Background: an optimization exercise with open tools, aiming at small area. Do not read the settings as production practice.
Function was checked by simulation only, so behaviour that the tests miss may differ from the original.
Power figures rest on the tool's default switching activity, not on a simulated workload. The flow treats the clock pin as an ideal source, which a real chip does not have.

==> flow/design.v <==
module ixj_matcher (
    input        clk,
    input        rst,
    input  [4:0] ph,
    input        clr,          
    input        fin1,         
    input        p2,           
    input        nn,           
    input        step,
    input        rise,
    input        fall,
    input        clr_pre,
    input        clr_post,
    input        dur_we,       
    input        ctl_we,       
    input        ctl_en,
    input        ctl_oneshot,
    input        rd,           
    input  [2:0] seg,          
    input        wbit,         
    output       o_wnom,
    output       o_delta,
    output       o_dur,
    output [2:0] state_o,
    output       en_o,
    output       oneshot_o,
    output reg   done,
    output       arm,        
    input  [5:0] sp_we,
    input  [5:0] sp_d,
    output [191:0] dd_o
);
    reg [2:0] state;
    reg       en;
    reg       oneshot;
    reg       arm_we;
    reg       clr_pend;
    assign state_o   = state;
    assign en_o      = en;
    assign oneshot_o = oneshot;
    wire       ph0 = (ph == 5'd0);
    wire       hi  = ph[4];
    wire [2:0] s     = clr_pre ? 3'd0 : state;
    reg  [2:0] t;                     
    always @(*) begin
        case (state)
            3'd1: t = 3'd0;
            3'd2: t = 3'd1;
            3'd3: t = 3'd2;
            3'd4: t = 3'd3;
            3'd5: t = 3'd4;
            3'd6: t = 3'd5;
            3'd7: t = 3'd6;
            default: t = 3'd7;
        endcase
    end
    wire [2:0] idx   = rd ? seg : (clr_pre ? 3'd7 : t);
    reg  [31:0] wn [0:5];
    reg  [31:0] dd [0:5];
    wire [5:0] wn0, dd0, dd16, dd17;
    genvar k;
    generate
        for (k = 0; k < 6; k = k + 1) begin : g_tap
            assign wn0[k]  = wn[k][0];
            assign dd0[k]  = dd[k][0];
            assign dd16[k] = dd[k][16];
            assign dd17[k] = dd[k][17];
            assign dd_o[32*k +: 32] = dd[k];
        end
    endgenerate
    function sel6;
        input [5:0] v;
        input [2:0] i;
        begin
            sel6 = i[2] ? (i[0] ? v[5] : v[4]) : v[i[1:0]];
        end
    endfunction
    wire w_b = sel6(wn0, idx);       
    wire d_b = sel6(dd16, idx);      
    wire u_a = sel6(dd0, idx);       
    wire e_a = sel6(dd17, idx);      
    assign o_wnom  = w_b;
    assign o_delta = d_b;
    assign o_dur   = u_a;
    wire lt13 = !ph[4] && !(ph[3] && ph[2] && (ph[1] || ph[0]));    
    wire dx  = d_b & lt13;                
    wire ux  = u_a & ~hi;
    reg  c1, c2, c3, c4, c5;
    wire xa   = p2 ? ux : ~w_b;
    wire c1_i = ph0 ? ~p2 : c1;
    wire u    = nn ^ xa ^ c1_i;
    wire c2_i = ph0 ? 1'b0 : c2;
    wire lo   = u ^ dx ^ c2_i;
    wire nu   = ~u;
    wire c3_i = ph0 ? 1'b1 : c3;
    wire hs   = dx ^ nu ^ c3_i;
    wire nz_i = (ph0 ? 1'b0 : c4) | ux;
    reg  [2:0] r;
    wire       e   = e_a & (ph[3:0] != 4'd15);
    reg  [2:0] rw;
    always @(*) begin
        case (ph[1:0])
            2'd0: rw = 3'd1;
            2'd1: rw = 3'd2;
            2'd2: rw = 3'd4;
            default: rw = 3'd3;
        endcase
    end
    reg  [2:0] rm;
    always @(*) begin
        rm = r;
        if (e) begin
            case ({r, ph[1:0]})
                {3'd0, 2'd0}: rm = 3'd1;  {3'd0, 2'd1}: rm = 3'd2;
                {3'd0, 2'd2}: rm = 3'd4;  {3'd0, 2'd3}: rm = 3'd3;
                {3'd1, 2'd0}: rm = 3'd2;  {3'd1, 2'd1}: rm = 3'd3;
                {3'd1, 2'd2}: rm = 3'd0;  {3'd1, 2'd3}: rm = 3'd4;
                {3'd2, 2'd0}: rm = 3'd3;  {3'd2, 2'd1}: rm = 3'd4;
                {3'd2, 2'd2}: rm = 3'd1;  {3'd2, 2'd3}: rm = 3'd0;
                {3'd3, 2'd0}: rm = 3'd4;  {3'd3, 2'd1}: rm = 3'd0;
                {3'd3, 2'd2}: rm = 3'd2;  {3'd3, 2'd3}: rm = 3'd1;
                {3'd4, 2'd0}: rm = 3'd0;  {3'd4, 2'd1}: rm = 3'd1;
                {3'd4, 2'd2}: rm = 3'd3;  {3'd4, 2'd3}: rm = 3'd2;
                default: rm = 3'd0;
            endcase
        end
    end
    wire rb   = (ph[3:2] == 2'd0) && (ph[1:0] != 2'd3) && r[ph[1:0]];
    wire nq   = e ^ rb ^ c2;
    wire q    = nq ^ c5 ^ c3;
    wire wsum = u;
    always @(posedge clk) begin
        c1 <= (nn & xa) | (nn & c1_i) | (xa & c1_i);
        if (p2) begin
            c2 <= hi & ((~e & (rb | c2)) | (rb & c2));
            c3 <= hi & ((q & c5) | (q & c3) | (c5 & c3));
            c4 <= hi & q;
            c5 <= hi & c4;
        end else begin
            c2 <= (u & dx) | (u & c2_i) | (dx & c2_i);
            c3 <= (dx & nu) | (dx & c3_i) | (nu & c3_i);
            c4 <= nz_i;
            c5 <= 1'b0;
        end
        if (!p2) r <= ph0 ? 3'd0 : (hi ? rm : r);
    end
    wire in_win = !lo && !hs;
    reg  [2:0] nstate;
    reg        nen;
    reg        arm_n;
    reg        armq;
    reg        chk;
    always @(*) begin
        nstate = s;
        nen    = en;
        done   = 1'b0;
        arm_n  = 1'b0;
        armq   = 1'b0;
        chk    = ((s == 3'd1 || s == 3'd3 || s == 3'd5) && fall) ||
                 ((s == 3'd2 || s == 3'd4 || s == 3'd6) && rise);
        if (step && en) begin
            if (s == 3'd0 && rise) begin
                armq = 1'b1;
            end else if (chk) begin
                if (!in_win) begin
                    nstate = 3'd0;
                end else if (s == 3'd6) begin
                    nstate = 3'd0;
                    done   = 1'b1;
                end else begin
                    armq = 1'b1;
                end
            end
            if (armq) begin
                if (!nz_i) begin
                    nstate = 3'd0;
                    done   = 1'b1;
                end else begin
                    arm_n  = 1'b1;       
                end
            end
            if (done && oneshot) nen = 1'b0;
        end
    end
    wire last = (ph == 5'd31);
    assign arm = arm_n;
    always @(posedge clk) begin
        if (rst) begin
            state    <= 3'd0;
            en       <= 1'b0;
            oneshot  <= 1'b0;
            arm_we   <= 1'b0;
            clr_pend <= 1'b0;
        end else if (fin1) begin
            if (ctl_we) begin
                en      <= ctl_en;
                oneshot <= ctl_oneshot;
                state   <= 3'd0;
            end else begin
                state <= arm_n ? s : (clr_post ? 3'd0 : nstate);
                en    <= nen;
            end
            arm_we   <= arm_n;
            clr_pend <= clr_post && arm_n;
        end else if (p2 && last) begin
            arm_we   <= 1'b0;
            clr_pend <= 1'b0;
            if (arm_we) begin
                if (clr_pend) state <= 3'd0;
                else begin
                    case (state)
                        3'd0: state <= 3'd1;
                        3'd1: state <= 3'd2;
                        3'd2: state <= 3'd3;
                        3'd3: state <= 3'd4;
                        3'd4: state <= 3'd5;
                        default: state <= 3'd6;
                    endcase
                end
            end
        end
    end
    wire arm2 = p2 && arm_we;
    wire sp   = (ph[4:2] == 3'b111) && (ph[1:0] != 2'b00);    
    generate
        for (k = 0; k < 6; k = k + 1) begin : g_seg
            wire hit   = (state == k);      
            wire wn_we = clr || (arm2 && hit);
            wire dd_we = clr || (dur_we && seg == k && !hi) || (arm2 && hit && hi && !sp) ||
                         (sp && sp_we[k]);
            wire dd_d  = sp ? sp_d[k] : (!clr && (p2 ? q : wbit));
            wire wn_d  = !clr && wsum;
            always @(posedge clk) begin
                wn[k] <= {wn_we ? wn_d : wn[k][0], wn[k][31:1]};
                dd[k] <= {dd_we ? dd_d : dd[k][0], dd[k][31:1]};
            end
        end
    endgenerate
endmodule
module ixj_line (
    input             clk,
    input             rst,           
    input             cmd_valid,
    input      [31:0] cmd_word,
    output            cmd_ready,
    output reg        done,
    output     [31:0] rsp,
    output reg [1:0]  mode_wr_n,
    output     [1:0]  mode_wr_a,
    output     [1:0]  mode_wr_b,
    output            ringer,
    output            irq
);
    localparam [5:0] OP_NOP     = 6'h00, OP_TICK   = 6'h01, OP_LOCK    = 6'h02,
                     OP_UNLOCK  = 6'h03, OP_EVTRD  = 6'h04, OP_STATRD  = 6'h05,
                     OP_NOWRD   = 6'h06, OP_CADDUR = 6'h08, OP_CADCTL  = 6'h09,
                     OP_CADRD   = 6'h0A, OP_WINRD  = 6'h0B, OP_RSTART  = 6'h0C,
                     OP_RSTOP   = 6'h0D, OP_DAAHOOK= 6'h10, OP_DAACFG  = 6'h11,
                     OP_DAARD   = 6'h12;
    reg  [4:0] ph;
    reg        clr;         
    reg        run;         
    reg        p2;          
    wire       ph0  = (ph == 5'd0);
    wire       last = (ph == 5'd31);
    wire       hi   = ph[4];
    wire       idle = !clr && !p2;
    wire       p1   = run || (ph0 && cmd_valid && idle);
    wire       fin1 = run && last;
    assign cmd_ready = fin1;
    reg        lock;
    reg [7:0]  evt;
    reg [3:0]  fprev;
    reg        ring_act;
    reg [3:0]  slot;
    reg        ringer_r;
    reg [1:0]  mode;
    reg [1:0]  sh_sts;
    reg        wink_arm;
    reg        cid_pend;
    reg        sd_flag;     
    reg        rts_flag;    
    assign ringer = ringer_r;
    assign mode_wr_a = mode_wr_n[1] ? 2'd1 : mode;
    assign mode_wr_b = 2'd0;
    assign irq    = (evt != 8'd0);
    reg [31:0] now_l;       
    reg [31:0] sd_l;        
    reg [31:0] rts_l;       
    reg [31:0] wts_l;       
    reg [31:0] cid_l;       
    reg [31:0] rsp_l;       
    assign rsp = rsp_l;
    wire [31:0] w       = cmd_word;
    wire [5:0]  op      = w[31:26];
    wire [2:0]  f_idx   = w[25:23];
    wire [2:0]  f_seg   = w[22:20];
    wire [1:0]  f_which = w[19:18];
    wire [2:0]  f_sel   = w[25:23];
    wire idx_bad = f_idx[2] && (f_idx[1] || f_idx[0]);    
    wire seg_bad = f_seg[2] && f_seg[1];                   
    reg [2:0] code;
    always @(*) begin
        code = 3'd0;
        case (op)
            OP_NOP, OP_LOCK, OP_UNLOCK, OP_EVTRD, OP_STATRD, OP_NOWRD, OP_RSTOP:
                if (w[25:0] != 26'd0) code = 3'd2;
            OP_TICK:
                if (w[25:10] != 16'd0) code = 3'd2;
            OP_CADDUR:
                if (w[19:16] != 4'd0 || idx_bad || seg_bad) code = 3'd2;
            OP_CADRD:
                if (w[19:0] != 20'd0 || idx_bad || seg_bad) code = 3'd2;
            OP_WINRD:
                if (w[17:0] != 18'd0 || idx_bad || seg_bad || f_which == 2'd3) code = 3'd2;
            OP_CADCTL:
                if (w[22:2] != 21'd0 || idx_bad) code = 3'd2;
            OP_RSTART:
                if (w[25:16] != 10'd0) code = 3'd2;
            OP_DAAHOOK:
                if (w[25:1] != 25'd0) code = 3'd2;
            OP_DAACFG:
                if (w[22:16] != 7'd0 || f_sel == 3'd0 || f_sel[2]) code = 3'd2;
            OP_DAARD:
                if (w[22:0] != 23'd0 || f_sel == 3'd7) code = 3'd2;
            default:
                code = 3'd1;
        endcase
    end
    wire ok       = p1 && (code == 3'd0);
    wire is_tick  = (op == OP_TICK);
    wire tick_ok  = ok && is_tick;
    wire tick_run = tick_ok && !lock;
    wire [3:0] t_filt  = w[3:0];
    wire       t_rdet  = w[4];
    wire       t_vddok = w[5];
    wire       t_ringi = w[6];
    wire       t_cidi  = w[7];
    wire       t_cadi  = w[8];
    wire       t_cwsup = w[9];
    wire wbit = w[ph[3:0]];      
    reg  cn;
    wire now0 = now_l[0];
    wire cn_i = ph0 ? tick_ok : cn;
    wire nn   = now0 ^ cn_i;
    wire filt_run   = tick_run && !ring_act;
    wire daa_run    = tick_run;
    wire sleep_ring = daa_run && (mode == 2'd0) && t_ringi;
    wire m4_step    = daa_run && ((mode == 2'd1) || sleep_ring);
    reg  m4_clr_post;
    wire rd_rise = t_rdet & ~sh_sts[0];
    wire rd_fall = ~t_rdet & sh_sts[0];
    wire v_fall  = ~t_vddok & sh_sts[1];
    wire v_rise  = t_vddok & ~sh_sts[1];
    wire [4:0] m_step = {m4_step, {4{filt_run}}};
    wire [4:0] m_rise = {rd_rise, t_filt & ~fprev};
    wire [4:0] m_fall = {rd_fall, ~t_filt & fprev};
    wire [4:0] m_pre  = {sleep_ring, 4'd0};
    wire [4:0] m_post = {m4_clr_post, 4'd0};
    wire [4:0] m_arm;
    wire [4:0] m_done, m_wnom, m_delta, m_dur, m_en, m_oneshot;
    wire [2:0] m_state [0:4];
    wire       rd_m = p1 && !is_tick;
    reg  [2:0] segm1;
    always @(*) begin
        case (f_seg)
            3'd0: segm1 = 3'd5;
            3'd1: segm1 = 3'd0;
            3'd2: segm1 = 3'd1;
            3'd3: segm1 = 3'd2;
            3'd4: segm1 = 3'd3;
            default: segm1 = 3'd4;
        endcase
    end
    wire [2:0] seg_i = (op == OP_CADDUR || op == OP_CADRD) ? segm1 : f_seg;
    wire [191:0] m_dd [0:4];
    wire [5:0]   m_spwe [0:4];
    wire [5:0]   m_spd  [0:4];
    genvar gi;
    generate
        for (gi = 0; gi < 5; gi = gi + 1) begin : g_m
            ixj_matcher u_m (
                .clk        (clk),
                .rst        (rst),
                .ph         (ph),
                .clr        (clr),
                .fin1       (fin1),
                .p2         (p2),
                .nn         (nn),
                .step       (m_step[gi]),
                .rise       (m_rise[gi]),
                .fall       (m_fall[gi]),
                .clr_pre    (m_pre[gi]),
                .clr_post   (m_post[gi]),
                .dur_we     (ok && op == OP_CADDUR && f_idx == gi),
                .ctl_we     (ok && op == OP_CADCTL && f_idx == gi),
                .ctl_en     (w[0]),
                .ctl_oneshot(w[1]),
                .rd         (rd_m),
                .seg        (seg_i),
                .wbit       (wbit),
                .o_wnom     (m_wnom[gi]),
                .o_delta    (m_delta[gi]),
                .o_dur      (m_dur[gi]),
                .state_o    (m_state[gi]),
                .en_o       (m_en[gi]),
                .oneshot_o  (m_oneshot[gi]),
                .done       (m_done[gi]),
                .arm        (m_arm[gi]),
                .sp_we      (m_spwe[gi]),
                .sp_d       (m_spd[gi]),
                .dd_o       (m_dd[gi])
            );
        end
    endgenerate
    wire [1:0] spj = ph[1:0] - 2'd1;            
    wire [17:0] w18 = w[17:0];
    reg  [5:0] wk;                               
    integer kk;
    always @(*) begin
        for (kk = 0; kk < 6; kk = kk + 1)
            wk[kk] = w18[3*kk + spj];
    end
    localparam [17:0] RINGTO0 = 18'd500, WINKTIME0 = 18'd20, CIDSETTLE0 = 18'd50;
    reg  [5:0] r_ringto, r_wink, r_cids;         
    always @(*) begin
        for (kk = 0; kk < 6; kk = kk + 1) begin
            r_ringto[kk] = RINGTO0[3*kk + spj];
            r_wink[kk]   = WINKTIME0[3*kk + spj];
            r_cids[kk]   = CIDSETTLE0[3*kk + spj];
        end
    end
    wire [2:0] isr_n = {t_cadi, t_cidi, t_ringi};
    wire err_we = p1 && ((code != 3'd0) || (ok && op == OP_STATRD));
    assign m_spwe[0] = {6{clr || (ok && op == OP_DAACFG && f_sel == 3'd2)}};
    assign m_spwe[1] = {6{clr || (ok && op == OP_DAACFG && f_sel == 3'd1)}};
    assign m_spwe[2] = {6{clr || (ok && op == OP_DAACFG && f_sel == 3'd3)}};
    assign m_spwe[3] = {6{clr || (ok && op == OP_RSTART)}};
    assign m_spwe[4] = {4'b1111, clr || tick_run, clr || err_we};
    assign m_spd[0]  = clr ? r_ringto : wk;
    assign m_spd[1]  = clr ? r_wink   : wk;
    assign m_spd[2]  = clr ? r_cids   : wk;
    assign m_spd[3]  = clr ? 6'd0     : wk;
    assign m_spd[4]  = clr ? 6'd0     : {4'd0, isr_n[spj], code[spj]};
    wire [5:0] th;
    assign th[0] = (ph == 5'd0)  || (ph == 5'd1)  || (ph == 5'd2);
    assign th[1] = (ph == 5'd3)  || (ph == 5'd4)  || (ph == 5'd5);
    assign th[2] = (ph == 5'd6)  || (ph == 5'd7)  || (ph == 5'd8);
    assign th[3] = (ph == 5'd9)  || (ph == 5'd10) || (ph == 5'd11);
    assign th[4] = (ph == 5'd12) || (ph == 5'd13) || (ph == 5'd14);
    assign th[5] = (ph == 5'd15);
    function fld;
        input [191:0] d;
        input [5:0]   t;
        begin
            fld = (t[0] & d[29]) | (t[1] & d[32+26]) | (t[2] & d[64+23]) |
                  (t[3] & d[96+20]) | (t[4] & d[128+17]) | (t[5] & d[160+14]);
        end
    endfunction
    wire f_ringto = fld(m_dd[0], th);
    wire f_wink   = fld(m_dd[1], th);
    wire f_cids   = fld(m_dd[2], th);
    wire f_bmap   = fld(m_dd[3], th);
    wire [191:0] dd4 = m_dd[4];
    wire f_err    = dd4[18];         
    wire f_isr    = dd4[32+27];      
    reg  cs;
    wire cs_i  = ph0 ? 1'b1 : cs;
    wire nsd   = ~sd_l[0];
    wire sd_df = nn ^ nsd ^ cs_i;
    reg  cc1, cc2;
    wire cc1_i = ph0 ? 1'b0 : cc1;
    wire cc2_i = ph0 ? 1'b1 : cc2;
    wire csx   = f_cids;
    wire k50   = (ph == 5'd1) || (ph == 5'd4) || (ph == 5'd5);
    wire kadd  = (p2 || op == OP_RSTART) ? k50 : csx;
    wire cadd  = nn ^ kadd ^ cc1_i;
    wire s50   = cadd;
    wire cidn  = t_cidi ? cadd : cid_l[0];
    wire ncid  = ~cidn;
    wire cid_df = nn ^ ncid ^ cc2_i;
    reg  ct1, ct2;
    wire ct1_i = ph0 ? (!is_tick && f_which == 2'd0) : ct1;
    wire ct2_i = ph0 ? 1'b1 : ct2;
    wire conv  = (mode == 2'd2);
    wire tbase = conv ? (v_fall ? nn : wts_l[0])
                      : ((sleep_ring || rd_rise || rd_fall) ? nn : rts_l[0]);
    wire tcfg  = conv ? f_wink : f_ringto;
    wire wr_sub = (f_which == 2'd0);
    wire wn_s   = m_wnom[f_idx];
    wire lt13   = !ph[4] && !(ph[3] && ph[2] && (ph[1] || ph[0]));
    wire dl_s   = m_delta[f_idx] & lt13;
    wire dl_x   = wr_sub ? ~dl_s : ((f_which == 2'd2) ? dl_s : 1'b0);
    wire ta    = is_tick ? tbase : wn_s;
    wire tb    = is_tick ? tcfg : dl_x;
    wire tsum  = ta ^ tb ^ ct1_i;
    wire wsum  = tsum;
    wire ntsum = ~tsum;
    wire t_df  = nn ^ ntsum ^ ct2_i;
    always @(posedge clk) begin
        cn  <= now0 & cn_i;
        cs  <= (nn & nsd) | (nn & cs_i) | (nsd & cs_i);
        cc1 <= (nn & kadd) | (nn & cc1_i) | (kadd & cc1_i);
        cc2 <= (nn & ncid) | (nn & cc2_i) | (ncid & cc2_i);
        ct1 <= (ta & tb) | (ta & ct1_i) | (tb & ct1_i);
        ct2 <= (nn & ntsum) | (nn & ct2_i) | (ntsum & ct2_i);
    end
    wire need2 = tick_run && ((m_arm != 5'd0) || ring_act || rts_we);
    wire slot_reached = !sd_df;      
    wire cid_reached  = !cid_df;
    wire tmr_reached  = !t_df;
    reg  [1:0]  mode_n;
    reg  [1:0]  wr_n, wr_a, wr_b;
    reg         wink_arm_n;
    reg         cid_pend_n;
    reg  [7:4]  daa_evt;
    reg         rts_we;
    always @(*) begin
        mode_n      = mode;
        wr_n        = 2'd0;
        wr_a        = 2'd0;
        wr_b        = 2'd0;
        wink_arm_n  = wink_arm;
        cid_pend_n  = cid_pend;
        daa_evt     = 4'd0;
        m4_clr_post = 1'b0;
        rts_we      = 1'b0;
        if (daa_run) begin
            if (t_cidi) cid_pend_n = 1'b1;
            if (cid_pend_n && cid_reached) begin
                cid_pend_n = 1'b0;
                daa_evt[5] = 1'b1;
            end
            if (t_cadi) daa_evt[7] = 1'b1;
            if (sleep_ring) begin
                mode_n = 2'd1;
                wr_n   = 2'd1;
                wr_a   = 2'd1;
                rts_we = 1'b1;
            end
            if (mode_n == 2'd1) begin
                if (rd_rise || rd_fall) rts_we = 1'b1;
                if (m_done[4]) begin
                    daa_evt[4] = 1'b1;
                    rts_we     = 1'b1;
                end else if (tmr_reached) begin
                    mode_n      = 2'd0;
                    m4_clr_post = 1'b1;
                    if (wr_n == 2'd0) begin
                        wr_n = 2'd1;
                        wr_a = 2'd0;
                    end else begin
                        wr_n = 2'd2;
                        wr_b = 2'd0;
                    end
                end
            end else if (mode_n == 2'd2) begin
                if (v_fall) wink_arm_n = 1'b1;
                if (v_rise) wink_arm_n = 1'b0;
                if (wink_arm_n && tmr_reached) begin
                    daa_evt[6] = 1'b1;
                    mode_n     = 2'd0;
                    wink_arm_n = 1'b0;
                    wr_n       = 2'd1;
                    wr_a       = 2'd0;
                end
            end
        end else if (ok && op == OP_DAAHOOK) begin
            if (w[0]) begin
                if (mode != 2'd2) begin
                    if (mode == 2'd1) m4_clr_post = 1'b1;
                    mode_n = 2'd2;
                    wr_n   = 2'd1;
                    wr_a   = 2'd2;
                end
            end else if (mode == 2'd2) begin
                wink_arm_n = 1'b0;
                mode_n     = 2'd0;
                wr_n       = 2'd1;
                wr_a       = 2'd0;
            end
        end
    end
    wire [13:0] stat  = {f_err, f_err, f_err, 1'b1, irq, lock, slot, ringer_r, ring_act, mode};
    wire [8:0]  dstat = {cid_pend, wink_arm, sh_sts, f_isr, f_isr, f_isr, mode};
    wire        prev_s = (f_idx == 3'd4) ? sh_sts[0] : fprev[f_idx[1:0]];
    wire [5:0]  cadhi = {prev_s, m_oneshot[f_idx], m_en[f_idx], m_state[f_idx]};
    reg rd_we, rbit;
    always @(*) begin
        rd_we = 1'b1;
        rbit  = 1'b0;
        case (op)
            OP_LOCK:   rbit = ph0 & lock;
            OP_EVTRD:  rbit = (ph[4:3] == 2'd0) & evt[ph[2:0]];
            OP_STATRD: rbit = !ph[4] && !(ph[3] && ph[2] && ph[1]) && stat[ph[3:0]];
            OP_NOWRD:  rbit = now0;
            OP_CADRD:  rbit = hi ? (!ph[3] && !(ph[2] && ph[1]) && cadhi[ph[2:0]]) : m_dur[f_idx];
            OP_WINRD:  rbit = wsum;
            OP_DAARD:
                case (f_sel)
                    3'd0: rbit = !ph[4] && !(ph[3] && (ph[2] || ph[1] || ph[0])) && dstat[ph[3:0]];
                    3'd1: rbit = f_wink;
                    3'd2: rbit = f_ringto;
                    3'd3: rbit = f_cids;
                    3'd4: rbit = rts_l[0];
                    3'd5: rbit = wts_l[0];
                    default: rbit = cid_l[0];
                endcase
            default:   rd_we = 1'b0;
        endcase
        rd_we = rd_we && ok;
    end
    wire now_d = clr ? (ph[4] || (ph[3] && ph[2])) : nn;    
    wire sd_we = (ok && op == OP_RSTART) || (p2 && sd_flag);
    wire sd_d  = sd_we ? s50 : sd_l[0];
    wire rts_d = (p2 && rts_flag) ? nn : rts_l[0];
    wire wts_d = (daa_run && conv && v_fall) ? nn : wts_l[0];
    wire cid_d = (daa_run && t_cidi) ? cadd : cid_l[0];
    wire rsp_d = rd_we ? rbit : rsp_l[0];
    always @(posedge clk) begin
        now_l <= {now_d, now_l[31:1]};
        sd_l  <= {!clr && sd_d,  sd_l[31:1]};
        rts_l <= {!clr && rts_d, rts_l[31:1]};
        wts_l <= {!clr && wts_d, wts_l[31:1]};
        cid_l <= {!clr && cid_d, cid_l[31:1]};
        rsp_l <= {!clr && rsp_d, rsp_l[31:1]};
    end
    always @(posedge clk) begin
        if (rst) begin
            ph        <= 5'd0;
            clr       <= 1'b1;
            run       <= 1'b0;
            p2        <= 1'b0;
            done      <= 1'b0;
            lock      <= 1'b0;
            evt       <= 8'd0;
            fprev     <= 4'd0;
            ring_act  <= 1'b0;
            slot      <= 4'd15;
            ringer_r  <= 1'b0;
            mode      <= 2'd0;
            sh_sts    <= 2'd0;
            wink_arm  <= 1'b0;
            cid_pend  <= 1'b0;
            sd_flag   <= 1'b0;
            rts_flag  <= 1'b0;
            mode_wr_n <= 2'd0;
        end else begin
            ph   <= ph + 5'd1;
            if (last) clr <= 1'b0;
            run  <= p1 && !last;
            done <= (fin1 && !need2) || (p2 && last);
            if (p2 && last) p2 <= 1'b0;
            if (p2 && ring_act && !hi && ph[3:0] == slot)
                ringer_r <= f_bmap & ringer_r;
            if (fin1) begin
                p2        <= need2;
                sd_flag   <= 1'b0;
                rts_flag  <= rts_we;
                mode_wr_n <= wr_n;
                mode     <= mode_n;
                wink_arm <= wink_arm_n;
                cid_pend <= cid_pend_n;
                if (ok) begin
                    case (op)
                        OP_TICK: begin
                            if (!lock) begin
                                if (ring_act) begin
                                    ringer_r <= ~t_cwsup;
                                    if (slot_reached) begin
                                        slot    <= slot - 4'd1;
                                        sd_flag <= 1'b1;
                                    end
                                end else begin
                                    fprev <= t_filt;
                                end
                                evt    <= evt | {daa_evt, m_done[3:0]};
                                sh_sts <= {t_vddok, t_rdet};
                            end
                        end
                        OP_LOCK:    lock <= 1'b1;
                        OP_UNLOCK:  lock <= 1'b0;
                        OP_EVTRD:   evt  <= 8'd0;
                        OP_RSTART: begin
                            ring_act <= 1'b1;
                            slot     <= 4'd15;
                            ringer_r <= 1'b0;
                        end
                        OP_RSTOP: begin
                            ring_act <= 1'b0;
                            ringer_r <= 1'b0;
                            slot     <= 4'd15;
                        end
                        default: ;
                    endcase
                end
            end
        end
    end
endmodule
==> flow/flow/run.sh <==
#!/bin/bash
# Own layout flow: the standard layout (standard.sh) with three changes.
#  1. Synthesis maps the logic with the area recipe in abc_min_area.script. Every
#     other synthesis step is synth_recipe.tcl's, so the registers keep the standard
#     synthesis's names and cells (abc maps combinational logic only).
#  2. Port buffers are sky130_fd_sc_hd__buf_1.
#  3. Clock tree synthesis inserts no dummy loads.
# Each step writes its full output to a log of its own here (synth.log, layout.log);
# ORFS's per-stage logs are under orfs/logs/.
set -euo pipefail
flowdir=$(cd "$(dirname "${BASH_SOURCE[0]}")" && pwd)
work=$(pwd)
{
  printf 'set ::own_abc_script {%s}\n' "$flowdir/abc_min_area.script"
  cat "$flowdir/abc_wrap.tcl"
  cat synth_recipe.tcl
} > own_synth.tcl
sed "s#SYNTH_SCRIPT=[^ ]*#SYNTH_SCRIPT=$work/own_synth.tcl#" standard.sh > own_standard.sh
grep -q "SYNTH_SCRIPT=$work/own_synth.tcl" own_standard.sh
export BUFFER_PORTS_ARGS="-buffer_cell sky130_fd_sc_hd__buf_1"
export CTS_ARGS="-sink_clustering_enable -repair_clock_nets -dont_use_dummy_load -sink_clustering_size 30 -sink_clustering_max_diameter 100"
bash own_standard.sh synth > synth.log 2>&1
bash own_standard.sh > layout.log 2>&1
==> flow/flow/abc_min_area.script <==
strash
ifraig
dc2
strash
dch
map -a
mfs2
strash
dch
map -a
==> flow/flow/abc_wrap.tcl <==
# abc as ORFS's synth.tcl calls it, with its -script replaced by the own flow's.
proc abc {args} {
  set i [lsearch -exact $args -script]
  if { $i >= 0 } {
    lset args [expr { $i + 1 }] $::own_abc_script
  }
  yosys abc {*}$args
}
==> flow/standard.sh <==
#!/bin/bash
# synth_recipe.tcl (not shown) runs the flow's synth.tcl, then flattens the netlist and writes it again
# the make line also repeats each setting of config.mk as NAME=value (left out here)
make -C /OpenROAD-flow-scripts/flow DESIGN_CONFIG=/design/flow/config.mk WORK_HOME=/design/flow/orfs CLKGATE_MAP_FILE= SYNTH_SCRIPT=/design/flow/synth_recipe.tcl "${@:-finish}"
==> flow/config.mk <==
export PLATFORM = sky130hd
export DESIGN_NAME = ixj_line
export DESIGN_NICKNAME = ixj_line
export VERILOG_FILES = /design/flow/design.v
export SDC_FILE = /design/flow/constraint.sdc
export NUM_CORES = 8
export LEC_CHECK = 0
export ABC_AREA = 1
export CAP_MARGIN = 10
export CORE_MARGIN = 2
export CORE_UTILIZATION = 60
export PLACE_DENSITY = 0.7
export SLEW_MARGIN = 10
==> flow/constraint.sdc <==
create_clock -name core_clock -period 30.0 [get_ports {clk}]
set_input_delay 6.0000 -clock core_clock [delete_from_list [all_inputs] [get_ports {clk}]]
set_output_delay 6.0000 -clock core_clock [all_outputs]
set_load 0.01 [all_outputs]
==> impl_metrics.toml, run 1 <==
[grt]
met2_usage_pct = 39.59
grt_pass1_vias = 26510
grt_util_met1_pct = 38.00
grt-busiest-layer = "met2"
use_met3_pct = 7.547
grt_max_degree = 49
track_usage_pct = 26.88
grt_pass1_wl_mm = 175.4
antenna_found_initial = 21
gr-total-overflow = 0

[run_status]
status = "timing/DRC/antenna clean"

[timing]
rsz0062_at_grt = "no"
finClkSkew_ps = 94.70
drv_slew = 0
timing.fmax_ghz = 0.06855
tightest_slew_ps = 1367
layout_min_cycle_time_ps = 14590
worst_slew_margin_rel_pct = 8.552
setup_ws_ps = 15410
min_period_over_period_pct = 48.63
finalHoldViolCount = 0
setup_viol = 0
setup_tns_ps = 0

[floorplanning]
die_w_microns = 302.5
die_area_sq_um = 91510
die_h_microns = 302.5
io_pins = 77
start_util_pct = 60.50
coreArea_sq_um = 88370
rows = 109

[cts]
clk_pin_slew_ps = 110
clk_latency_ps = 710
cts_tree = "built"
cts_setup_buffers = 0
h-tree-depth = 3
ctsResizeCount = 0
cts_buffer_depth = 3
cts_root_buf = "clkbuf_16"
postCtsHoldBufs = 0
cts_sinks = 2227
cts_made_buffers = 87

[yosys]
synthFlopType = "dfxtp_1"
ys_warn_count = 4
synth_area_sq_um = 53460
synth_cell_types = 44
avgSynthCellArea_sq_um = 13.52
syn_inst = 3953
seq_area_frac_synth_pct = 83.67
ys_ff_latch = 2227
synth-async-reset-ratio_pct = 0
synth_edf_count = 15

[route]
num_vias = 27860
drc_errors = 0
finalWirelength_mm = 123.2
post_drt_wl_per_cell_microns = 23.15
first_pass_iters = 6
ant_nets = 0
drt-initial-drc-count = 2531
routed_via_density = 5.232

[min_path]
min_path_cells = 0
worstHoldStart = "g_m[0].u_m.dd[0][30]"
min_path_type = "reg2reg"
min_to = "g_m[0].u_m.dd[0][29]"

[power]
p_leak_nw = 22.07
p_per_area_nw_per_um2 = 76.26
peakVddDrop_mv = 0.08862

[critical_path]
crit_fanout = 10
reg2regPathDepth = 31
reg2reg_slack_ps = 20620
worstSetupEndpointType = "register"
max_stage_delay_ps = 830
r2r-start = "ph[3]"
crit_arrival_ps = 15210
cp_common_cell = "clkinv_1"
cp-start-kind = "input port"
crit_type = "in2reg"
timing.rr.end = "g_m[4].u_m.state[2]"
required_ps = 30620
slowest_stage = "nor4_1"

[final_layout]
layout.cells.non_filler = 5324
area_growth_syn_to_layout_pct = 7.992
fillers = 6342
final_cell_mix = "dfxtp_1 (2209), nor2_1 (314), nand2_1 (271)"
drive_above_1_share_pct = 3.658
layout_commonest_cell = "dfxtp_1"
fin_nets = 4239

[placed_design]
hpwl_mm = 85.31
dp.cells = 5232
port_buffers = 74
place_ws_ps = 15080
gp_congestion = 1.005

[job]
maxCapViolations = 0
[how the worst max path moves through the flow]
stage	from	end	slack, ps
after detailed placement	cmd_word[3]	g_m[4].u_m.state[0]	15080
after floorplan	cmd_word[10]	g_m[4].u_m.state[0]	16830
after global placement	cmd_word[7]	g_m[4].u_m.state[0]	15130
final	cmd_word[3]	g_m[4].u_m.state[0]	15410
after CTS	cmd_word[3]	g_m[4].u_m.state[0]	15770
after global routing	cmd_word[7]	g_m[4].u_m.state[0]	14740
[state kept, by name, summed over array words and instances, names as in the netlist, 5 cells and up]
signal	cells
g_m.u_m.state	15
g_m.u_m.c4	5
g_m.u_m.c5	5
g_m.u_m.c1	5
cid_l	32
rsp_l	32
g_m.u_m.dd	960
ph	5
g_m.u_m.c3	5
wts_l	32
g_m.u_m.c2	5
g_m.u_m.oneshot	5
g_m.u_m.r	15
sd_l	32
rts_l	32
g_m.u_m.arm_we	5
evt	8
g_m.u_m.en	5
now_l	32
g_m.u_m.wn	960
[Yosys cell counts, drive strengths merged, types with 2 or more instances]
| library cell | instances | area, sq um |
|---|---|---|
| a2111oi | 4 | 35.03 |
| a211oi | 17 | 127.6 |
| a21oi | 242 | 1211 |
| a221o | 3 | 33.78 |
| a221oi | 10 | 87.58 |
| a22oi | 18 | 135.1 |
| a311oi | 4 | 35.03 |
| a31oi | 30 | 187.7 |
| a32o | 5 | 50.05 |
| a32oi | 4 | 35.03 |
| a41oi | 2 | 17.52 |
| buf | 2 | 15.01 |
| clkinv | 246 | 923.4 |
| dfxtp | 2212 | 44280 |
| edfxtp | 15 | 450.4 |
| fa | 25 | 500.5 |
| ha | 22 | 275.3 |
| nand2 | 271 | 1017 |
| nand3 | 80 | 400.4 |
| nand3b | 3 | 22.52 |
| nand4 | 18 | 112.6 |
| nor2 | 317 | 1190 |
| nor3 | 65 | 325.3 |
| nor4 | 10 | 62.56 |
| o2111ai | 8 | 70.07 |
| o211ai | 21 | 157.7 |
| o21a | 2 | 15.01 |
| o21ai | 220 | 1101 |
| o21bai | 2 | 15.01 |
| o221ai | 9 | 78.83 |
| o22ai | 25 | 156.4 |
| o311ai | 5 | 43.79 |
| o31ai | 4 | 30.03 |
| o32ai | 6 | 52.55 |
| o41ai | 2 | 17.52 |
| or2 | 6 | 37.54 |
| xnor2 | 10 | 87.58 |
| xor2 | 2 | 17.52 |
[logic make-up (layout without fill, tap and decap cells)]
| family | after synthesis | count (layout) | share of synthesized area [%] |
|---|---|---|---|
| xor+xnor | 12 | 12 | 0.1966 |
| fa+ha+maj | 47 | 47 | 1.451 |
| compound gates | 647 | 647 | 6.979 |
| buf+inv | 248 | 449 | 1.755 |
| other cells | 1 | 6 | 0.007014 |
| flops | 2227 | 2227 | 83.67 |
| simple gates | 771 | 771 | 5.942 |
[through the flow]
stage / power [mW] / hold WS (ps) / utilization (%) / cell area, sq um
2_1_floorplan: 3.094 / 309.6 / - / 53470
3_3_place_gp: 3.136 / 309.6 / 62.84 / 55540
3_5_place_dp: 3.136 / 312.1 / 62.84 / 55540
4_1_cts: 4.432 / 253.6 / 65.31 / 57720
5_1_grt: 4.536 / 253.7 / 65.32 / 57730
6_report: 4.403 / 257.3 / 65.33 / 57740
[worst max-delay path: cells and delay by family]
family | cells | cell delay, ps
simple gates | 16 | 3720
fa+ha+maj | 2 | 1150
buf+inv | 10 | 2050
compound gates | 11 | 2280
[cell type report]
cell class              instances  area, sq um  area share (%)
diodes                          4        10.01         0.01734
repair buffers                116        598.1           1.036
well taps                    1165         1458           2.525
multi-input cells            1479         7834           13.57
inverters                     246        923.4           1.599
flip-flops and latches       2227        44740           77.48
clock buffers                  87         2177           3.771
[layer usage]
layer	vias up	share of wire, %
met5	-	0.084
met4	18	4.1
met3	286	9.0
met2	1151	42
met1	13110	45
li1	13290	-
[power breakdown]
group	internal [mW]	switching [mW]
Combinational	0.0269	0.0740
Clock	0.523	0.807
Sequential	2.97	0.00672
Total	3.52	0.887
==> inputs of run 2 (changes only) <==
--- a/flow/design.v
+++ b/flow/design.v
@@ -99,2 +99,3 @@
     wire       e   = e_a & (ph[3:0] != 4'd15);
+    wire       er  = e & hi & !p2;           
     reg  [2:0] rw;
@@ -111,3 +112,3 @@
         rm = r;
-        if (e) begin
+        if (er) begin
             case ({r, ph[1:0]})
@@ -144,3 +145,3 @@
         end
-        if (!p2) r <= ph0 ? 3'd0 : (hi ? rm : r);
+        r <= (ph0 && !p2) ? 3'd0 : rm;           
     end
==> run 2 against run 1 <==
Compared with the run above:
- still clean on timing, DRC and antenna
- clock skew is 7.2 ps lower
- first-iteration DRC count down 11%
- die area fell by 0.23%
- sequential power is essentially flat
- worst setup slack improved by 470 ps
- critical endpoint unchanged
- highest routed layer unchanged
==> impl_metrics.toml, run 2 <==
[run_status]
status = "timing/DRC/antenna clean"

[floorplanning]
io_pins = 77
die_w_microns = 302.2
die_h_microns = 302.2
rows = 109
coreArea_sq_um = 88240
die_area_sq_um = 91300
start_util_pct = 60.45

[critical_path]
slowest_stage = "a21oi_1"
reg2reg_slack_ps = 19660
worstSetupEndpointType = "register"
required_ps = 30620
crit_end = "g_m[4].u_m.state[0]"
r2r-start = "ph[0]"
reg2regPathDepth = 39
max_stage_delay_ps = 640
crit_arrival_ps = 14740
timing.rr.end = "done"
cp_common_cell = "nor2_1"
cp-start-kind = "input port"
crit_fanout = 11
startpoint = "cmd_word[17]"
crit_type = "in2reg"

[route]
post_drt_wl_per_cell_microns = 22.50
first_pass_iters = 8
drc_errors = 0
finalWirelength_mm = 119.8
drt-initial-drc-count = 2243
routed_via_density = 5.210
num_vias = 27740
ant_nets = 0

[final_layout]
area_growth_syn_to_layout_pct = 8.051
top_regs = "g_m.u_m.dd: 960 flops, g_m.u_m.wn: 960 flops"
drive_above_1_share_pct = 3.752
fillers = 6169
multi_input_area_sq_um = 7707
regArea_sq_um = 44580
final_cell_mix = "dfxtp_1 (2227), nor2_1 (323), clkinv_1 (285)"
layout_commonest_cell = "dfxtp_1"
fin_util_pct = 65.31
finalInstanceArea_sq_um = 57630
fin_nets = 4238

[power]
power.internal_mw = 3.510
p_per_area_nw_per_um2 = 76.35
switching_share_pct = 20.22
peakVddDrop_mv = 0.08983
pwr-share-seq_pct = 67.3
power.switching_uw = 889.8
combPwrFrac_pct = 2.3
p_leak_nw = 22.02
clkPwrFrac_pct = 30.4

[grt]
grt_pass1_vias = 27130
grt_max_degree = 51
antenna_found_initial = 11
track_usage_pct = 26.20
gr-total-overflow = 0
grt_pass1_wl_mm = 174.1

[yosys]
synth_edf_count = 0
avgSynthCellArea_sq_um = 13.50
ys_warn_count = 4
ys_ff_latch = 2227
synthTopCellsByCount = "dfxtp_1 (2227), nor2_1 (327), clkinv_1 (285), nand2_1 (235), a21oi_1 (211)"
synthFlopType = "dfxtp_1"
seq_area_frac_synth_pct = 83.59
yosysMostFrequentCell = "dfxtp_1"
syn_inst = 3951
netlist_top_cells_area = "dfxtp_1 (84%), nor2_1 (2.3%), clkinv_1 (2.0%)"
synth_cell_types = 41
synth_area_leader_cell = "dfxtp_1"
synth-async-reset-ratio_pct = 0
synth_top_area_share_pct = 83.59
synth_area_sq_um = 53340

[min_path]
min_path_type = "reg2reg"

[cts]
cts_made_buffers = 87
cts_setup_buffers = 0
ctsResizeCount = 0
cts_tree = "built"
clk_latency_ps = 700
cts_buffer_depth = 3
h-tree-depth = 3
clk_pin_slew_ps = 100
cts_root_buf = "clkbuf_16"
cts_sinks = 2227
postCtsHoldBufs = 0

[timing]
layout_min_cycle_time_ps = 14120
setup_viol = 0
worst_slew_margin_rel_pct = 21.97
min_period_over_period_pct = 47.06
finClkSkew_ps = 87.52
timing.fmax_ghz = 0.07083
setup_tns_ps = 0
drv_slew = 0
finalHoldViolCount = 0
tightest_slew_ps = 1168
rsz0062_at_grt = "no"

[job]
maxCapViolations = 0

[placed_design]
placedInstanceArea_sq_um = 55450
hpwl_mm = 80.84
port_buffers = 74
gp_congestion = 1.002
run 2: cell types whose count changed in the layout (fill, tap and decap cells not counted), sizes merged, moves of 16 or more:
cell and delta:
a21oi -31, a22oi +28, a31oi +16, clkinv +39, nand2 -36, nor3 -17
run 2: worst max-delay path: cells and delay by family:
kind | cells | cell delay (ps)
compound gates | 9 | 1720
fa+ha+maj | 2 | 1130
buf+inv | 8 | 1520
simple gates | 21 | 4370
run 2: cell type report:
cell class	instances	share of cell area [%]
Inverter	285	1.856
Sequential cell	2227	77.36
Multi-Input combinational cell	1438	13.37
Tap cell	1165	2.529
Clock buffer	87	3.778
Antenna cell	2	0.008684
Timing Repair Buffer	121	1.096
run 2: worst min path at each step:
stage | startpoint | to | slack [ps] | cells after the start
2_1_floorplan | cid_l[1] | cid_l[0] | 310 | 0
3_3_place_gp | g_m[0].u_m.wn[2][25] | g_m[0].u_m.wn[2][24] | 310 | 0
3_5_place_dp | g_m[1].u_m.dd[0][21] | g_m[1].u_m.dd[0][20] | 310 | 0
4_1_cts | g_m[0].u_m.dd[1][29] | g_m[0].u_m.dd[1][28] | 290 | 0
5_1_grt | g_m[0].u_m.dd[1][29] | g_m[0].u_m.dd[1][28] | 290 | 0
6_report | g_m[0].u_m.dd[1][29] | g_m[0].u_m.dd[1][28] | 300 | 0
run 2: power groups by stage:
| stage | Sequential (mW) | Clock [mW] | Combinational, mW |
|---|---|---|---|
| after floorplan | 3.03 | 0 | 0.0537 |
| after global placement | 3.03 | 0 | 0.0959 |
| after detailed placement | 3.03 | 0 | 0.0960 |
| after CTS | 2.96 | 1.37 | 0.0970 |
| after global routing | 2.96 | 1.46 | 0.107 |
| final | 2.96 | 1.34 | 0.0992 |
run 2: cells by family after synthesis:
family / Yosys count / synth area share [%]
AO/OA/AOI/OAI: 655 / 7.265
XOR/XNOR: 9 / 0.1478
adder cells (fa/ha/maj): 43 / 1.361
buffers and inverters: 287 / 2.034
flip-flops: 2227 / 83.59
other: 1 / 0.007031
AND/OR/NAND/NOR: 729 / 5.599
run 2: metrics by stage:
| step | hold slack (ps) | power, mW | instances | setup slack, ps |
|---|---|---|---|---|
| 2_1_floorplan | 309.6 | 3.084 | 3952 | 16920 |
| 3_3_place_gp | 309.6 | 3.126 | 5236 | 15620 |
| 3_5_place_dp | 312.1 | 3.126 | 5236 | 15440 |
| 4_1_cts | 286.6 | 4.426 | 5323 | 16120 |
| 5_1_grt | 292.0 | 4.529 | 5323 | 15060 |
| 6_report | 295.8 | 4.400 | 5325 | 15880 |
run 2: layer usage:
layer	part of all wire, %	wire [microns]	global-route usage, %	vias up
met5	0.13	154	0	-
met4	3.6	4299	9.583	18
met3	6.3	7523	4.460	259
met2	45	54160	41.82	948
met1	45	53680	36.22	13250
li1	-	-	-	13270
==> inputs of run 3 (changes only) <==
--- a/flow/flow/run.sh
+++ b/flow/flow/run.sh
@@ -20,3 +20,3 @@
 export BUFFER_PORTS_ARGS="-buffer_cell sky130_fd_sc_hd__buf_1"
-export CTS_ARGS="-sink_clustering_enable -repair_clock_nets -dont_use_dummy_load -sink_clustering_size 30 -sink_clustering_max_diameter 100"
+export CTS_ARGS="-sink_clustering_enable -repair_clock_nets -dont_use_dummy_load -sink_clustering_size 34 -sink_clustering_max_diameter 80"
 bash own_standard.sh synth > synth.log 2>&1
==> run 3 against run 2 <==
Compared with the run above:
- still clean
- area after synthesis unchanged
- global-route usage down 0.16 points
- sequential share of layout area up 0.20 points
- clock power down 4%
- clock skew down 14 ps
- sequential power about the same
- wire length down 0.83%
- via count down 0.28%
- worst setup slack better by 48 ps
- final cell count about the same
- critical endpoint unchanged
==> impl_metrics.toml, run 3 <==
[placed_design]
port_buffers = 74
hpwl_mm = 80.84
dp.cells = 5236
gp_congestion = 1.002

[grt]
grt_max_degree = 51
antenna_found_initial = 9
track_usage_pct = 26.04
gr-total-overflow = 0
grt_pass1_wl_mm = 172.8
grt_pass1_vias = 26890

[yosys]
avgSynthCellArea_sq_um = 13.50
ys_ff_latch = 2227
netlist_top_cells_area = "dfxtp_1 (84%), nor2_1 (2.3%), clkinv_1 (2.0%)"
synth_area_leader_cell = "dfxtp_1"
synth_edf_count = 0
yosysMostFrequentCell = "dfxtp_1"
syn_inst = 3951
synthTopCellsByCount = "dfxtp_1 (2227), nor2_1 (327), clkinv_1 (285), nand2_1 (235), a21oi_1 (211)"
seq_area_frac_synth_pct = 83.59
synth-async-reset-ratio_pct = 0
synth_area_sq_um = 53340
synth_top_area_share_pct = 83.59
synthFlopType = "dfxtp_1"
ys_warn_count = 4
synth_cell_types = 41

[timing]
tightest_slew_ps = 1153
timing.fmax_ghz = 0.07107
drv_slew = 0
setup_tns_ps = 0
finalHoldViolCount = 0
finClkSkew_ps = 73.38
rsz0062_at_grt = "no"
worst_slew_margin_rel_pct = 22.92
setup_viol = 0
layout_min_cycle_time_ps = 14070
min_period_over_period_pct = 46.90

[floorplanning]
die_w_microns = 302.2
coreArea_sq_um = 88240
rows = 109
io_pins = 77
die_h_microns = 302.2
die_area_sq_um = 91300
start_util_pct = 60.45

[final_layout]
layout_commonest_cell = "dfxtp_1"
layout.cells.non_filler = 5320
drive_above_1_share_pct = 3.613
fin_nets = 4232
top_regs = "g_m.u_m.dd: 960 flops, g_m.u_m.wn: 960 flops"
final_cell_mix = "dfxtp_1 (2227), nor2_1 (323), clkinv_1 (285)"
area_growth_syn_to_layout_pct = 7.774

[cts]
postCtsHoldBufs = 0
cts_setup_buffers = 0
cts_sinks = 2227
cts_buffer_depth = 3
cts_tree = "built"
h-tree-depth = 3
cts_made_buffers = 81
cts_root_buf = "clkbuf_16"
clk_pin_slew_ps = 120
ctsResizeCount = 0
clk_latency_ps = 690

[critical_path]
reg2reg_slack_ps = 19700
crit_type = "in2reg"
worstSetupEndpointType = "register"
cp_common_cell = "nor2_1"
crit_fanout = 11
slowest_stage = "a21oi_1"
timing.rr.end = "done"
crit_family = "simple AND/OR/NAND/NOR gates"
r2r-start = "ph[0]"
reg2regPathDepth = 39
cp_num_buf_inv = 8
cp-start-kind = "input port"
crit_arrival_ps = 14690
required_ps = 30620
max_stage_delay_ps = 660

[min_path]
min_path_cells = 0
min_path_type = "reg2reg"
min_to = "g_m[2].u_m.dd[4][30]"
worstHoldStart = "g_m[2].u_m.dd[4][31]"

[route]
drc_errors = 0
routed_via_density = 5.200
first_pass_iters = 7
finalWirelength_mm = 118.8
num_vias = 27660
drt-initial-drc-count = 2423
ant_nets = 0
post_drt_wl_per_cell_microns = 22.34

[power]
p_leak_nw = 21.95
p_per_area_nw_per_um2 = 75.70
peakVddDrop_mv = 0.09340

[run_status]
status = "timing/DRC/antenna clean"

[job]
maxCapViolations = 0
run 3: kinds of logic after synthesis:
| kind of cell | count (synthesis) | synth area share [%] |
|---|---|---|
| and+or+nand+nor | 729 | 5.599 |
| xor gates and xnor gates | 9 | 0.1478 |
| adders and majority gates | 43 | 1.361 |
| buffers and inverters | 287 | 2.034 |
| AOI/OAI and AO/OA | 655 | 7.265 |
| other | 1 | 0.007031 |
| DFF | 2227 | 83.59 |
run 3: power by group:
group / total, mW / internal [mW] / switching, mW
logic: 0.0991 / 0.0276 / 0.0715
registers: 2.96 / 2.96 / 0.00266
clock network: 1.29 / 0.490 / 0.800
run 3: worst max-delay path by stage:
| stage | startpoint | end | slack (ps) | cells past startpoint |
|---|---|---|---|---|
| finish | cmd_word[17] | g_m[4].u_m.state[0] | 15930 | 40 |
| floorplan | cmd_word[23] | g_m[4].u_m.state[0] | 16920 | 38 |
| global route | cmd_word[22] | g_m[4].u_m.state[2] | 15100 | 42 |
| CTS | cmd_word[17] | g_m[4].u_m.state[0] | 16140 | 40 |
| global placement | cmd_word[17] | g_m[4].u_m.state[2] | 15620 | 40 |
| detailed placement | cmd_word[17] | g_m[4].u_m.state[0] | 15440 | 40 |
run 3: per-layer routing:
layer | vias up | share of wire (%) | global-route usage (%) | routed length (microns)
met5 | - | 0.067 | 0 | 80
li1 | 13260 | - | - | -
met1 | 13240 | 45 | 36.02 | 53460
met4 | 12 | 3.6 | 9.052 | 4321
met2 | 900 | 45 | 41.35 | 53690
met3 | 250 | 6.1 | 4.941 | 7277
run 3: through the flow:
step / instance area (sq um) / utilization [%] / hold slack (ps) / worst slack [ps] / power, mW
global placement: 55450 / 62.84 / 309.6 / 15620 / 3.126
finish: 57480 / 65.15 / 280.8 / 15930 / 4.352
detailed placement: 55450 / 62.84 / 312.1 / 15440 / 3.126
global route: 57480 / 65.14 / 268.6 / 15100 / 4.481
floorplan: 53340 / - / 309.6 / 16920 / 3.084
CTS: 57480 / 65.14 / 280.2 / 16140 / 4.378
run 3: layout make-up:
| cell class | instances | area, sq um |
|---|---|---|
| Tap cell | 1165 | 1458 |
| Clock buffer | 81 | 2027 |
| Timing Repair Buffer | 121 | 631.9 |
| Antenna cell | 3 | 7.507 |
| Fill cell | 6219 | 30750 |
| Sequential cell | 2227 | 44580 |
| Inverter | 285 | 1070 |
| Multi-Input combinational cell | 1438 | 7707 |
==> inputs of run 4 (changes only) <==
--- a/flow/flow/run.sh
+++ b/flow/flow/run.sh
@@ -20,3 +20,3 @@
 export BUFFER_PORTS_ARGS="-buffer_cell sky130_fd_sc_hd__buf_1"
-export CTS_ARGS="-sink_clustering_enable -repair_clock_nets -dont_use_dummy_load -sink_clustering_size 34 -sink_clustering_max_diameter 80"
+export CTS_ARGS="-sink_clustering_enable -repair_clock_nets -dont_use_dummy_load -sink_clustering_size 32 -sink_clustering_max_diameter 90"
 bash own_standard.sh synth > synth.log 2>&1
==> run 4 against run 3 <==
Compared with the run above:
- still clean on timing, DRC and antenna
- critical path depth did not move
- sequential power barely moved
- worst setup slack got worse by 61 ps
- combinational power barely moved
- power rose by 0.43%
- flip-flop and latch count did not move
- sequential share of layout area fell by 0.071 points
- wire length fell by 0.13%
- hold slack got worse by 10 ps
- largest cell class unchanged
==> impl_metrics.toml, run 4 <==
[cts]
h-tree-depth = 3
postCtsHoldBufs = 0
cts_tree = "built"
cts_root_buf = "clkbuf_16"
clk_latency_ps = 700
cts_sinks = 2227
cts_setup_buffers = 0
cts_buffer_depth = 3
cts_made_buffers = 83
clk_pin_slew_ps = 110
ctsResizeCount = 0

[final_layout]
top_regs = "g_m.u_m.dd: 960 flops, g_m.u_m.wn: 960 flops"
drive_above_1_share_pct = 3.659
area_growth_syn_to_layout_pct = 7.873
regArea_sq_um = 44580
fin_nets = 4234
fillers = 6211
final_cell_mix = "dfxtp_1 (2227), nor2_1 (323), clkinv_1 (285)"
fin_util_pct = 65.21
layout_commonest_cell = "dfxtp_1"
multi_input_area_sq_um = 7707
finalInstanceArea_sq_um = 57540

[placed_design]
hpwl_mm = 80.84
port_buffers = 74
placedInstanceArea_sq_um = 55450
gp_congestion = 1.002

[grt]
gr-total-overflow = 0
grt_pass1_wl_mm = 172.3
track_usage_pct = 25.97
grt_pass1_vias = 26740
antenna_found_initial = 11
grt_max_degree = 51

[route]
wl_met2_mm = 53.10
num_vias = 27640
top_layer_used = "met5"
post_drt_wl_per_cell_microns = 22.29
met1_length_mm = 53.91
finalWirelength_mm = 118.7
wl_met3_mm = 7.102
drc_errors = 0
ant_nets = 0
first_pass_iters = 6
drt-initial-drc-count = 2194
routed_via_density = 5.193

[critical_path]
max_stage_delay_ps = 650
cp_common_cell = "nor2_1"
cp_num_buf_inv = 8
crit_type = "in2reg"
slowest_stage = "a21oi_1"
required_ps = 30630
worstSetupEndpointType = "register"
crit_fanout = 11
crit_arrival_ps = 14760
cp-start-kind = "input port"
crit_family = "simple AND/OR/NAND/NOR gates"

[yosys]
avgSynthCellArea_sq_um = 13.50
netlist_top_cells_area = "dfxtp_1 (84%), nor2_1 (2.3%), clkinv_1 (2.0%)"
synth_area_leader_cell = "dfxtp_1"
ys_ff_latch = 2227
seq_area_frac_synth_pct = 83.59
synth_area_sq_um = 53340
synth_edf_count = 0
yosysMostFrequentCell = "dfxtp_1"
synth-async-reset-ratio_pct = 0
synthFlopType = "dfxtp_1"
syn_inst = 3951
synth_cell_types = 41
ys_warn_count = 4
synthTopCellsByCount = "dfxtp_1 (2227), nor2_1 (327), clkinv_1 (285), nand2_1 (235), a21oi_1 (211)"
synth_top_area_share_pct = 83.59

[timing]
finClkSkew_ps = 77.86
timing.fmax_ghz = 0.07076
finalHoldViolCount = 0
drv_slew = 0
layout_min_cycle_time_ps = 14130
worst_slew_margin_rel_pct = 22.66
min_period_over_period_pct = 47.10
rsz0062_at_grt = "no"
tightest_slew_ps = 1157
setup_viol = 0
setup_tns_ps = 0

[power]
pwr-share-seq_pct = 67.8
peakVddDrop_mv = 0.09036
p_per_area_nw_per_um2 = 75.95
switching_share_pct = 20.17
clkPwrFrac_pct = 29.9
combPwrFrac_pct = 2.3
power.internal_mw = 3.489
p_leak_nw = 21.97
power.switching_uw = 881.4

[floorplanning]
die_area_sq_um = 91300
coreArea_sq_um = 88240
io_pins = 77
die_w_microns = 302.2
start_util_pct = 60.45
die_h_microns = 302.2
rows = 109

[min_path]
min_path_type = "reg2reg"

[job]
maxCapViolations = 0

[run_status]
status = "timing/DRC/antenna clean"
-- run 4: cell counts after synthesis --
No cell type changed its count.
-- run 4: power groups by stage --
stage | clock network (mW) | registers [mW] | logic (mW)
6_report | 1.31 | 2.96 | 0.0993
5_1_grt | 1.43 | 2.96 | 0.107
4_1_cts | 1.34 | 2.96 | 0.0969
3_5_place_dp | 0 | 3.03 | 0.0960
3_3_place_gp | 0 | 3.03 | 0.0959
2_1_floorplan | 0 | 3.03 | 0.0537
-- run 4: cell families after synthesis --
kind of cell | synth area share, %
xor+xnor | 0.1478
flops | 83.59
simple gates | 5.599
other cells | 0.007031
fa+ha+maj | 1.361
compound gates | 7.265
buf+inv | 2.034
-- run 4: per-stage QoR --
stage                     setup WS, ps  hold slack, ps  cells  power, mW
final                            15870           270.5   5323      4.370
after global routing             15110           269.3   5319      4.497
after CTS                        16130           277.7   5319      4.397
after detailed placement         15440           312.1   5236      3.126
after global placement           15620           309.6   5236      3.126
after floorplan                  16920           309.6   3952      3.084
-- run 4: layer usage --
metal	vias to the layer above	GRT usage, %
met3	242	4.704
met2	925	40.80
met1	13190	36.33
met4	14	9.371
li1	13270	-
met5	-	0
-- run 4: layout make-up --
cell class / instances / area share [%]
clock buffers: 83 / 3.610
well taps: 1165 / 2.533
inverters: 285 / 1.859
flip-flops and latches: 2227 / 77.49
diodes: 4 / 0.01740
repair buffers: 121 / 1.098
multi-input cells: 1438 / 13.40
-- run 4: worst paths after layout --
kind | startpoint | endpoint | slack (ps) | cells past startpoint
setup reg to reg | ph[0] | g_m[4].u_m.state[0] | 19710 | 36
hold / removal | g_m[2].u_m.dd[4][31] | g_m[2].u_m.dd[4][30] | 270 | 0
setup / recovery | cmd_word[17] | g_m[4].u_m.state[0] | 15870 | 40
hold reg to reg | g_m[2].u_m.dd[4][31] | g_m[2].u_m.dd[4][30] | 270 | 0
==> inputs of run 5 (changes only) <==
--- a/flow/design.v
+++ b/flow/design.v
@@ -33,4 +33,4 @@
     reg [2:0] state;
-    reg       en;
-    reg       oneshot;
+    wire      en      = dd[5][0];
+    wire      oneshot = dd[5][31];
     reg       arm_we;
@@ -38,4 +38,4 @@
     assign state_o   = state;
-    assign en_o      = en;
-    assign oneshot_o = oneshot;
+    assign en_o      = dd[5][12];      
+    assign oneshot_o = dd[5][10];      
     wire       ph0 = (ph == 5'd0);
@@ -190,4 +190,2 @@
             state    <= 3'd0;
-            en       <= 1'b0;
-            oneshot  <= 1'b0;
             arm_we   <= 1'b0;
@@ -196,4 +194,2 @@
             if (ctl_we) begin
-                en      <= ctl_en;
-                oneshot <= ctl_oneshot;
                 state   <= 3'd0;
@@ -201,3 +197,2 @@
                 state <= arm_n ? s : (clr_post ? 3'd0 : nstate);
-                en    <= nen;
             end
@@ -225,2 +220,4 @@
     wire sp   = (ph[4:2] == 3'b111) && (ph[1:0] != 2'b00);    
+    wire sp29 = sp && (ph[1:0] == 2'b01);
+    wire en_n = ctl_we ? ctl_en : nen;
     generate
@@ -229,5 +226,15 @@
             wire wn_we = clr || (arm2 && hit);
-            wire dd_we = clr || (dur_we && seg == k && !hi) || (arm2 && hit && hi && !sp) ||
-                         (sp && sp_we[k]);
-            wire dd_d  = sp ? sp_d[k] : (!clr && (p2 ? q : wbit));
+            wire dd_we, dd_d;
+            if (k == 5) begin : g_eo
+                wire at30 = sp && (ph[1:0] == 2'b10);
+                wire at31 = sp && (ph[1:0] == 2'b11);
+                assign dd_we = clr || (dur_we && seg == k && !hi) || (arm2 && hit && hi && !sp) ||
+                               (sp29 && sp_we[k]) || (at30 && ctl_we) || (at31 && fin1);
+                assign dd_d  = sp29 ? sp_d[k] :
+                               (!clr && (at30 ? ctl_oneshot : (at31 ? en_n : (p2 ? q : wbit))));
+            end else begin : g_pl
+                assign dd_we = clr || (dur_we && seg == k && !hi) || (arm2 && hit && hi && !sp) ||
+                               (sp && sp_we[k]);
+                assign dd_d  = sp ? sp_d[k] : (!clr && (p2 ? q : wbit));
+            end
             wire wn_d  = !clr && wsum;
@@ -629,2 +636,9 @@
     always @(posedge clk) begin
+        if (fin1) begin
+            rts_flag  <= rts_we;
+            mode_wr_n <= wr_n;
+        end
+        if (fin1) sd_flag <= ok && is_tick && !lock && ring_act && slot_reached;
+    end
+    always @(posedge clk) begin
         if (rst) begin
@@ -645,5 +659,2 @@
             cid_pend  <= 1'b0;
-            sd_flag   <= 1'b0;
-            rts_flag  <= 1'b0;
-            mode_wr_n <= 2'd0;
         end else begin
@@ -658,5 +669,2 @@
                 p2        <= need2;
-                sd_flag   <= 1'b0;
-                rts_flag  <= rts_we;
-                mode_wr_n <= wr_n;
                 mode     <= mode_n;
@@ -672,3 +680,2 @@
                                         slot    <= slot - 4'd1;
-                                        sd_flag <= 1'b1;
                                     end
--- a/flow/flow/run.sh
+++ b/flow/flow/run.sh
@@ -20,3 +20,3 @@
 export BUFFER_PORTS_ARGS="-buffer_cell sky130_fd_sc_hd__buf_1"
-export CTS_ARGS="-sink_clustering_enable -repair_clock_nets -dont_use_dummy_load -sink_clustering_size 32 -sink_clustering_max_diameter 90"
+export CTS_ARGS="-sink_clustering_enable -repair_clock_nets -dont_use_dummy_load -sink_clustering_size 30 -sink_clustering_max_diameter 100"
 bash own_standard.sh synth > synth.log 2>&1
==> run 5 against run 4 <==
Compared with the run above:
- global-route usage is 2.2 points higher
- flip-flop and latch count is 10 lower
- power is 0.32% higher
- critical path type unchanged
==> impl_metrics.toml, run 5 <==
[run_status]
status = "timing/DRC/antenna clean"

[critical_path]
timing.rr.end = "g_m[4].u_m.state[0]"
r2r-start = "ph[0]"
slowest_stage = "nor3_1"
crit_fanout = 9
reg2regPathDepth = 34
reg2reg_slack_ps = 19280
cp-start-kind = "input port"
required_ps = 30590
worstSetupEndpointType = "register"
cp_common_cell = "clkinv_1"
crit_type = "in2reg"
crit_arrival_ps = 15700
max_stage_delay_ps = 660

[power]
clkPwrFrac_pct = 30.5
p_leak_nw = 21.90
power.switching_uw = 892.5
peakVddDrop_mv = 0.08096
switching_share_pct = 20.36
power.internal_mw = 3.492
p_per_area_nw_per_um2 = 76.37
combPwrFrac_pct = 2.2
pwr-share-seq_pct = 67.3

[grt]
antenna_found_initial = 12
grt_max_degree = 45
grt_pass1_vias = 27630
track_usage_pct = 28.21
grt_pass1_wl_mm = 184.3
gr-total-overflow = 0

[floorplanning]
rows = 109
die_area_sq_um = 91050
die_h_microns = 301.7
start_util_pct = 60.37
coreArea_sq_um = 88100
io_pins = 77
die_w_microns = 301.7

[route]
ant_nets = 0
first_pass_iters = 6
drc_errors = 0
finalWirelength_mm = 127.4
routed_via_density = 5.298
num_vias = 28150
post_drt_wl_per_cell_microns = 23.98
drt-initial-drc-count = 2623

[cts]
cts_tree = "built"
clk_latency_ps = 700
cts_made_buffers = 86
h-tree-depth = 3
ctsResizeCount = 0
cts_sinks = 2217
postCtsHoldBufs = 0
cts_buffer_depth = 3
cts_setup_buffers = 0
cts_root_buf = "clkbuf_16"
clk_pin_slew_ps = 100

[final_layout]
fin_nets = 4222
final_cell_mix = "dfxtp_1 (2212), nor2_1 (324), clkinv_1 (294)"
fin_util_pct = 65.15
layout.cells.non_filler = 5313
top_regs = "g_m.u_m.dd: 960 flops, g_m.u_m.wn: 960 flops"
layout_commonest_cell = "dfxtp_1"
fillers = 6223
area_growth_syn_to_layout_pct = 7.918
drive_above_1_share_pct = 3.621

[timing]
drv_slew = 0
worst_slew_margin_rel_pct = 16.10
setup_ws_ps = 14890
finClkSkew_ps = 89.79
layout_min_cycle_time_ps = 15110
finalHoldViolCount = 0
setup_viol = 0
min_period_over_period_pct = 50.38
timing.fmax_ghz = 0.06617
setup_tns_ps = 0
tightest_slew_ps = 1249
whs_ps = 273.3
rsz0062_at_grt = "no"

[yosys]
synth_cell_types = 44
ys_warn_count = 4
synth_edf_count = 4
seq_area_frac_synth_pct = 83.52
synthFlopType = "dfxtp_1"
synthTopCellsByCount = "dfxtp_1 (2213), nor2_1 (327), clkinv_1 (294), nand2_1 (237), o21ai_0 (223)"
synth-async-reset-ratio_pct = 0
synth_area_leader_cell = "dfxtp_1"
synth_top_area_share_pct = 83.29
syn_inst = 3943
yosysMostFrequentCell = "dfxtp_1"
synth_area_sq_um = 53190
avgSynthCellArea_sq_um = 13.49
netlist_top_cells_area = "dfxtp_1 (83%), nor2_1 (2.3%), o21ai_0 (2.1%)"
ys_ff_latch = 2217

[min_path]
min_to = "g_m[4].u_m.dd[5][20]"
worstHoldStart = "g_m[4].u_m.dd[5][21]"
min_path_type = "reg2reg"
min_path_cells = 0

[placed_design]
dp.cells = 5221
gp_congestion = 1.021
port_buffers = 74
place_ws_ps = 14470
hpwl_mm = 84.13

[job]
maxCapViolations = 0
## run 5: cells by family after synthesis
family | share of synthesized area (%)
flip-flops | 83.52
buffers and inverters | 2.103
adder cells (fa/ha/maj) | 1.364
XOR/XNOR | 0.1482
AND/OR/NAND/NOR | 5.565
other | 0.007050
AO/OA/AOI/OAI | 7.276
multiplexers | 0.02117
## run 5: area by class of cell
class | instances | area (sq um) | share of cell area, %
sequential | 2217 | 44420 | 77.39
tap | 1165 | 1458 | 2.539
multi-input combinational | 1431 | 7672 | 13.37
antenna | 6 | 15.01 | 0.02616
inverter | 294 | 1104 | 1.922
timing repair buffer | 114 | 578.1 | 1.007
clock buffer | 86 | 2152 | 3.749
## run 5: how the worst max path moves through the flow
stage            startpoint                  end  slack [ps]  cells past startpoint
6_report       cmd_word[11]  g_m[4].u_m.state[0]       14890                     43
3_3_place_gp   cmd_word[11]  g_m[4].u_m.state[0]       14670                     43
2_1_floorplan  cmd_word[23]  g_m[4].u_m.state[0]       16960                     39
5_1_grt        cmd_word[11]  g_m[4].u_m.state[0]       13900                     43
4_1_cts        cmd_word[11]  g_m[4].u_m.state[0]       15110                     43
3_5_place_dp   cmd_word[11]  g_m[4].u_m.state[0]       14470                     43
## run 5: layer usage
metal,track usage (%),part of all wire [%],vias to the layer above
met1,37.04,42,13480
li1,-,-,13240
met2,44.84,46,1083
met4,13.78,5.3,6
met3,5.954,7.3,333
met5,0,0.028,-
## run 5: metrics by stage
stage	total power [mW]	instance area [sq um]
final	4.384	57400
after global routing	4.510	57390
after CTS	4.408	57390
after detailed placement	3.109	55240
after global placement	3.109	55240
after floorplan	3.069	53190
## run 5: power groups by stage
stage	registers [mW]	clock network (mW)	logic, mW
floorplan	3.02	0	0.0514
global placement	3.02	0	0.0923
detailed placement	3.02	0	0.0920
CTS	2.95	1.37	0.0929
global route	2.95	1.46	0.102
finish	2.95	1.34	0.0962
## run 5: worst max-delay path: cells and delay by family
family / cells / cell delay, ps
AOI/OAI and AO/OA: 11 / 2370
buffers and inverters: 10 / 2000
and+or+nand+nor: 20 / 4170
adders and majority gates: 2 / 1120

==> re-timing with driven ports <==
How much do the figures lean on ideal ports? The routed layouts below were timed once more, with nothing changed but the port constraints. Step 1, drivers: a clkbuf_16 drives clk and a buf_2 each remaining input, both assumed. Step 2 moves the port delays by t, midway between the first and last clock arrival at a register: inputs arrive t later, outputs are due t later. That takes back most of the time a late clock gives input paths. a / b / c = no drivers / after step 1 / after step 2; a / b = the first two.
run	t (ns)	slack for setup (ns)	clock arrival spread, ns	worst slew at a driven data input, ns
run 1	0.731	15.412 / 15.425 / 14.695	0.095 / 0.095	0.17
run 2	0.730	15.881 / 15.922 / 15.192	0.093 / 0.094	0.13
run 3	0.723	15.930 / 15.976 / 15.254	0.078 / 0.077	0.14
run 4	0.729	15.869 / 15.911 / 15.182	0.084 / 0.084	0.13
run 5	0.734	14.887 / 14.932 / 14.198	0.106 / 0.106	0.16
After both steps every run listed still meets setup and hold. The setup slack of run 1, which loses most, moves by +0.013 ns with the drivers and by -0.717 ns with both steps.
